From an optimization exercise on the open Yosys and OpenROAD flow, aimed at small area; shortcuts taken in it are not production practice.
Only simulation tests tie the RTL to the original design; equivalence was not proved.
Power is estimated from default activity; no workload was simulated.

==> trial 17 <==
==> flow/design.v <==
module pelcod_scaler (
    input  wire [7:0] taps,      
    input  wire [1:0] t64,       
    input  wire       zm,        
    input  wire       mk100,     
    input  wire       mkzp,      
    input  wire       mkzn,      
    input  wire [1:0] rnd,       
    input  wire [1:0] c1,        
    input  wire       odd,       
    input  wire       ph,        
    input  wire       tpos,      
    input  wire [1:0] kdig,      
    input  wire       c2,        
    output wire [1:0] c1_n,
    output wire       ph_n,
    output wire [1:0] u,
    output wire       c2_n
);
    wire [1:0] zn  = taps[7:6];
    wire [1:0] zp  = taps[5:4];
    wire [1:0] t4  = taps[3:2];
    wire [1:0] t32 = taps[1:0];
    wire [1:0] o1 = zm ? (zp & {2{mkzp}})  : (t4  & {2{mk100}});
    wire [1:0] o2 = zm ? ~(zn & {2{mkzn}}) : (t32 & {2{mk100}});
    wire [1:0] o3 = zm ? 2'b00             : (t64 & {2{mk100}});
    wire [3:0] sum1 = {2'b00, o1} + {2'b00, o2} + {2'b00, o3} + {2'b00, rnd} + {2'b00, c1};
    assign c1_n = sum1[3:2];
    assign ph_n = sum1[1];
    wire [1:0] v = odd ? {sum1[0], ph} : sum1[1:0];
    wire [2:0] sum2 = {1'b0, kdig & {2{tpos}}} + {1'b0, v ^ {2{tpos}}} + {2'b00, c2};
    assign u    = sum2[1:0];
    assign c2_n = sum2[2];
endmodule
module pelcod_packer #(
    parameter RAW_MAX = 8
) (
    input  wire       clk,
    input  wire       rst,              
    input  wire [7:0] addr_i,           
    input  wire       sink_present_i,
    input  wire       cmd_valid,
    output wire       cmd_ready,
    input  wire [4:0] cmd_op,
    input  wire [31:0] cmd_arg,
    input  wire       raw_valid,
    output wire       raw_ready,
    input  wire [7:0] raw_data,
    input  wire       raw_last,
    input  wire       raw_none,
    output wire       snk_valid,
    input  wire       snk_ready,
    output wire [7:0] snk_data,
    output wire       snk_first,
    output wire       snk_last,
    output wire       snk_empty,
    input  wire       snk_done,
    input  wire       snk_fail,
    input  wire [7:0] snk_err,
    output wire       st_valid,
    output reg  [2:0] st_code,
    output wire [7:0] st_err
);
    localparam [2:0] ST_OK          = 3'd0;
    localparam [2:0] ST_ILLEGAL_OP  = 3'd1;
    localparam [2:0] ST_ILLEGAL_ARG = 3'd2;
    localparam [2:0] ST_SINK_ABSENT = 3'd3;
    localparam [2:0] ST_SINK_FAIL   = 3'd4;
    localparam [2:0] S_IDLE = 3'd0;     
    localparam [2:0] S_RAW  = 3'd1;     
    localparam [2:0] S_SEND = 3'd2;     
    localparam [2:0] S_WAIT = 3'd3;     
    localparam [2:0] S_STAT = 3'd4;     
    localparam [2:0] K_0 = 3'd0, K_255 = 3'd1, K_35999 = 3'd2, K_65535 = 3'd3,
                     K_9000 = 3'd4, K_27000 = 3'd5;
    reg  [2:0]  state;
    reg  [7:0]  addr_q;
    reg  [63:0] B;
    reg  [4:0]  op_q;
    reg         frame, first, empty;
    reg  [2:0]  ptr;                    
    reg  [4:0]  s;                      
    reg  [6:0]  X;                      
    reg         odd;
    reg  [1:0]  c1, cc;
    reg         c2, ph, eq;
    reg         m_const, m_mul, zm, tpos, fixen, sat6;
    reg  [2:0]  kc;
    wire cmd_fire = cmd_valid && cmd_ready;
    wire raw_fire = raw_valid && raw_ready;
    wire snk_fire = snk_valid && snk_ready;
    wire [7:0]  E   = cmd_arg[30:23];
    wire [22:0] F   = cmd_arg[22:0];
    wire        sg  = cmd_arg[31];
    wire        fnz = |F;
    wire        nan  = (&E) & fnz;
    wire        zero = ~(|E) & ~fnz;
    wire        fge  = F[22:18] >= 5'd13;           
    wire        ge360 = (E > 8'd135) | ((E == 8'd135) & fge);
    wire        ge90  = (E > 8'd133) | ((E == 8'd133) & fge);
    wire        ge1   = E >= 8'd127;
    wire        tiny  = E < 8'd119;                 
    wire        tinyz = E < 8'd110;                 
    wire        hi8   = |cmd_arg[31:8];
    wire        hi16  = |cmd_arg[31:16];
    wire        gt35999 = hi16 | (cmd_arg[15:0] > 16'd35999);
    wire        is_float = (cmd_op == 5'h19) | (cmd_op == 5'h1A) | (cmd_op == 5'h1B);
    wire        illegal  = (cmd_op == 5'h0F) | (cmd_op >= 5'h1D);
    wire        is_raw   = (cmd_op == 5'h1C);
    reg         a_const, a_mul, a_zm, a_tpos, a_fix;
    reg  [2:0]  a_kc;
    always @(*) begin
        a_const = 1'b0;
        a_mul   = 1'b0;
        a_zm    = 1'b0;
        a_tpos  = 1'b0;
        a_fix   = 1'b0;
        a_kc    = K_0;
        case (cmd_op)
            5'h01, 5'h02, 5'h03, 5'h04, 5'h05, 5'h06, 5'h07, 5'h08: ;   
            5'h10, 5'h11, 5'h12: begin a_const = hi8;     a_kc = K_255;   end
            5'h13, 5'h14:        begin a_const = gt35999; a_kc = K_35999; end
            5'h15:               begin a_const = hi16;    a_kc = K_65535; end
            5'h19: begin
                if (sg | tiny)  a_const = 1'b1;
                else if (ge360) begin a_const = 1'b1; a_kc = K_35999; end
                else begin a_mul = 1'b1; a_fix = 1'b1; end
            end
            5'h1A: begin
                if (zero) a_const = 1'b1;
                else if (sg) begin
                    if (ge90)      begin a_const = 1'b1; a_kc = K_9000; end
                    else if (tiny) a_const = 1'b1;
                    else           a_mul = 1'b1;
                end else begin
                    if (ge90)      begin a_const = 1'b1; a_kc = K_27000; end
                    else if (tiny) begin a_const = 1'b1; a_kc = K_35999; end
                    else begin a_mul = 1'b1; a_tpos = 1'b1; a_fix = 1'b1; end
                end
            end
            5'h1B: begin
                if (sg | tinyz) a_const = 1'b1;
                else if (ge1)   begin a_const = 1'b1; a_kc = K_65535; end
                else begin a_mul = 1'b1; a_zm = 1'b1; end
            end
            default: a_const = 1'b1;                                  
        endcase
    end
    wire motion = (op_q >= 5'h01) & (op_q <= 5'h08);
    wire keep1  = (op_q == 5'h01) | (op_q == 5'h02) | ((op_q >= 5'h05) & (op_q <= 5'h08));
    wire keep2  = (op_q >= 5'h03) & (op_q <= 5'h08);
    reg [7:0] C1, C2;
    always @(*) begin
        C1 = 8'h00;
        C2 = 8'h00;
        case (op_q)
            5'h01: C2 = 8'h04;
            5'h02: C2 = 8'h02;
            5'h03: C2 = 8'h08;
            5'h04: C2 = 8'h10;
            5'h05: C2 = 8'h0C;
            5'h06: C2 = 8'h0A;
            5'h07: C2 = 8'h14;
            5'h08: C2 = 8'h12;
            5'h09: C2 = 8'h20;
            5'h0A: C2 = 8'h40;
            5'h0B: C1 = 8'h01;
            5'h0C: C2 = 8'h80;
            5'h0D: C1 = 8'h02;
            5'h0E: C1 = 8'h04;
            5'h10: C2 = 8'h03;
            5'h11: C2 = 8'h05;
            5'h12: C2 = 8'h07;
            5'h13: C2 = 8'h4B;
            5'h14: C2 = 8'h4D;
            5'h15: C2 = 8'h4F;
            5'h16: C2 = 8'h51;
            5'h17: C2 = 8'h53;
            5'h18: C2 = 8'h55;
            5'h19: C2 = 8'h4B;
            5'h1A: C2 = 8'h4D;
            5'h1B: C2 = 8'h4F;
            default: ;
        endcase
    end
    wire [7:0] c12 = C1 | C2;                       
    wire done = (X >= 7'd87);
    wire d1ph = (X >= 7'd79) & (X <= 7'd82);
    wire ckph = (X >= 7'd83) & (X <= 7'd86);
    wire emit = (X >= 7'd75) & (X <= 7'd82);
    wire comp = (state == S_SEND) & frame & ~done;
    wire [2:0] d = X[2:0] - 3'd3;                   
    wire [1:0] t = d[1:0];
    wire [1:0] rnd = (X <= 7'd73) ? {tpos, tpos} :
                     (X == 7'd74) ? (tpos ? {1'b0, ~odd} : (odd ? 2'b01 : 2'b10)) :
                     2'b00;
    wire [15:0] k36 = 16'd36000;
    wire [1:0]  k36d = k36[{d, 1'b0} +: 2];
    wire [1:0] c1_n, u_mul;
    wire       ph_n, c2_n;
    pelcod_scaler u_scaler (
        .taps  ({B[23:22], B[7:6], B[5:4], B[2:1]}),
        .t64   (B[1:0]),
        .zm    (zm),
        .mk100 (~s[4]),
        .mkzp  (~(s[4] | (s[3] & s[2]))),
        .mkzn  (~(s[4] | s[3] | s[2])),
        .rnd   (rnd),
        .c1    (c1),
        .odd   (odd),
        .ph    (ph),
        .tpos  (tpos),
        .kdig  (k36d),
        .c2    (c2),
        .c1_n  (c1_n),
        .ph_n  (ph_n),
        .u     (u_mul),
        .c2_n  (c2_n)
    );
    reg [15:0] kval;
    always @(*) begin
        case (kc)
            K_255:   kval = 16'd255;
            K_35999: kval = 16'd35999;
            K_65535: kval = 16'd65535;
            K_9000:  kval = 16'd9000;
            K_27000: kval = 16'd27000;
            default: kval = 16'd0;
        endcase
    end
    wire [1:0] kdig  = kval[{d, 1'b0} +: 2];
    wire [1:0] s6dig = (d >= 3'd3) ? 2'b00 : (B[7:6] | {2{sat6}});
    wire [1:0] u = m_const ? kdig :
                   motion  ? s6dig :
                   m_mul   ? u_mul : B[7:6];
    wire       fix  = eq & fixen;
    wire [7:0] k9f  = 8'h9F;
    wire [1:0] d2f  = fix ? k9f[{t, 1'b0} +: 2] : B[57:56];
    wire [3:0] cks  = {2'b00, addr_q[{t, 1'b0} +: 2]} + {2'b00, c12[{t, 1'b0} +: 2]} +
                      {2'b00, d2f} + {2'b00, B[49:48]} + {2'b00, cc};
    wire [1:0] top_in = d1ph ? (B[57:56] & {2{~motion | keep2}}) :
                        ckph ? cks[1:0] : u;
    wire [1:0] in55   = (comp & d1ph) ? (motion ? (B[57:56] & {2{keep1}}) : u) :
                        (comp & ckph) ? d2f : B[57:56];
    wire s_ge3  = (s >= 5'd3);
    wire raw_ld = raw_fire & ~raw_none;
    wire raw_sh = (state == S_RAW) & ~raw_fire & ~s_ge3;
    wire sh_top = raw_sh | comp;                    
    wire sh_low = raw_sh | comp | raw_ld;
    wire ld8    = raw_ld | ((state == S_WAIT) & snk_done);
    always @(posedge clk) begin
        if (ld8)
            B[63:56] <= (state == S_RAW) ? raw_data : snk_err;
        else if (sh_top)
            B[63:56] <= {top_in, B[63:58]};
        if (cmd_fire)
            B[35:0] <= {6'b000000, 1'b1, cmd_arg[22:0], 6'b000000};
        else if (sh_low)
            B[35:0] <= B[37:2];
        if (sh_low)
            B[55:36] <= {in55, B[55:38]};
    end
    always @(posedge clk) begin
        if (cmd_fire) begin
            op_q    <= cmd_op;
            frame   <= ~is_raw;
            first   <= 1'b1;
            empty   <= 1'b0;
            ptr     <= is_raw ? 3'd0 : 3'd1;
            s       <= is_raw ? 5'd3 : 5'd0;
            X       <= a_mul ? (a_zm ? E[7:1] + 7'd8 : E[7:1]) : 7'd75;
            odd     <= a_mul & E[0];
            c1      <= {1'b0, a_zm & ~(|cmd_arg[15:0])};
            c2      <= a_tpos;
            cc      <= 2'b00;
            eq      <= 1'b1;
            m_const <= a_const;
            m_mul   <= a_mul;
            zm      <= a_zm;
            tpos    <= a_tpos;
            fixen   <= a_fix;
            kc      <= a_kc;
            sat6    <= |cmd_arg[7:6];
        end else begin
            if (raw_fire) begin
                s     <= 5'd0;
                first <= 1'b1;
                empty <= raw_none;
                if (~raw_none)
                    ptr <= ptr - 3'd1;
            end else if (s != 5'd31)
                s <= s + 5'd1;
            if (snk_fire) begin
                first <= 1'b0;
                ptr   <= ptr + 3'd1;
            end
            if (comp) begin
                X  <= X + 7'd1;
                c1 <= c1_n;
                ph <= ph_n;
                if (emit) begin
                    c2 <= c2_n;
                    eq <= eq & (u == k36d);
                end
                if (ckph)
                    cc <= cks[3:2];
            end
        end
    end
    always @(posedge clk) begin
        if (rst) begin
            state  <= S_IDLE;
            addr_q <= addr_i;
        end else begin
            case (state)
                S_IDLE: begin
                    if (cmd_valid) begin
                        if (illegal) begin
                            st_code <= ST_ILLEGAL_OP;
                            state   <= S_STAT;
                        end else if (is_float & nan) begin
                            st_code <= ST_ILLEGAL_ARG;
                            state   <= S_STAT;
                        end else if (is_raw) begin
                            state   <= S_RAW;
                        end else if (!sink_present_i) begin
                            st_code <= ST_SINK_ABSENT;
                            state   <= S_STAT;
                        end else begin
                            state   <= S_SEND;
                        end
                    end
                end
                S_RAW: begin
                    if (raw_fire && (raw_none || raw_last)) begin
                        if (sink_present_i)
                            state <= S_SEND;
                        else begin
                            st_code <= ST_SINK_ABSENT;
                            state   <= S_STAT;
                        end
                    end
                end
                S_SEND: begin
                    if (snk_fire && snk_last)
                        state <= S_WAIT;
                end
                S_WAIT: begin
                    if (snk_done) begin
                        st_code <= snk_fail ? ST_SINK_FAIL : ST_OK;
                        state   <= S_STAT;
                    end
                end
                S_STAT: state <= S_IDLE;
                default: state <= S_IDLE;
            endcase
        end
    end
    wire hdr = frame & ~ptr[2] | frame & (ptr == 3'd4);       
    reg sched;
    always @(*) begin
        case (ptr)
            3'd1:    sched = (s >= 5'd5);
            3'd2:    sched = (s >= 5'd11);
            3'd3:    sched = (s >= 5'd17);
            default: sched = (s >= 5'd23);
        endcase
    end
    reg [7:0] hbyte;
    always @(*) begin
        case (ptr[1:0])
            2'd1:    hbyte = 8'hFF;
            2'd2:    hbyte = addr_q;
            2'd3:    hbyte = C1;
            default: hbyte = C2;
        endcase
    end
    assign cmd_ready = (state == S_IDLE);
    assign raw_ready = (state == S_RAW) & s_ge3;
    assign st_valid  = (state == S_STAT);
    assign st_err    = B[63:56] & {8{st_code[2]}};
    assign snk_valid = (state == S_SEND) & (~frame | (hdr ? (sched | done) : done));
    assign snk_data  = hdr ? hbyte : B[{ptr, 3'b000} +: 8];
    assign snk_first = first;
    assign snk_last  = empty | (~hdr & (ptr == 3'd7));
    assign snk_empty = empty;
endmodule
==> flow/run.sh <==
#!/bin/bash
# synth_recipe.tcl (not shown) runs the flow's synth.tcl, then flattens the netlist and writes it again
# the make line also repeats each setting of config.mk as NAME=value (left out here)
make -C /OpenROAD-flow-scripts/flow DESIGN_CONFIG=/design/flow/config.mk WORK_HOME=/design/flow/orfs CLKGATE_MAP_FILE= SYNTH_SCRIPT=/design/flow/synth_recipe.tcl finish
==> flow/config.mk <==
export PLATFORM = sky130hd
export DESIGN_NAME = pelcod_packer
export DESIGN_NICKNAME = pelcod_packer
export VERILOG_FILES = /design/flow/design.v
export SDC_FILE = /design/flow/constraint.sdc
export NUM_CORES = 4
export LEC_CHECK = 0
export ABC_AREA = 1
export CAP_MARGIN = 20
export CORE_MARGIN = 2
export CORE_UTILIZATION = 70
export SLEW_MARGIN = 20
==> flow/constraint.sdc <==
create_clock -name core_clock -period 25.0 [get_ports {clk}]
set_input_delay 5.0000 -clock core_clock [delete_from_list [all_inputs] [get_ports {clk}]]
set_output_delay 5.0000 -clock core_clock [all_outputs]
set_load 0.01 [all_outputs]
==> inputs of build 8, as changes to trial 17 <==
Settings changed: ABC_AREA 1 to unset, CORE_UTILIZATION 70 to 40.
==> run summary <==
- Combinational power: trial 17 is larger than build 8 (130%).
- In build 8 the register-to-register slack is lower than in trial 17, by 0.47 ns.
- Of build 8 and trial 17, build 8 has the higher fmax (gap 0.58%, measured against trial 17).
- Trial 17 went through all stages and came out clean. Build 8 completed with no timing, DRC or antenna violations.
- Against build 8, the routed wire length of trial 17 is higher by about 2.2%.

==> port drivers added, routing unchanged <==
No port has a modelled driver above. Below, the same layouts with a new extraction and two added sets of constraints.
Step 1: set_driving_cell puts a clkbuf_16 on clk and a buf_2 on each other input, an assumption about the parent block.
Step 2 times the ports against the registers' clock, not the clock port: input delays grow and output delays shrink by t, the midpoint of the rising clock arrivals with the driver on.
a / b / c = ideal / step 1 / step 2; a / b = the first two.
run	t (ns)	setup slack, ns	latest minus earliest clock arrival (ns)	slew at the worst register clock pin (ns)
trial 17	0.463	16.553 / 16.511 / 16.918	0.013 / 0.012	0.06 / 0.06
build 8	0.461	16.601 / 16.557 / 17.018	0.010 / 0.010	0.06 / 0.06
After both steps setup and hold are still met in every run listed.
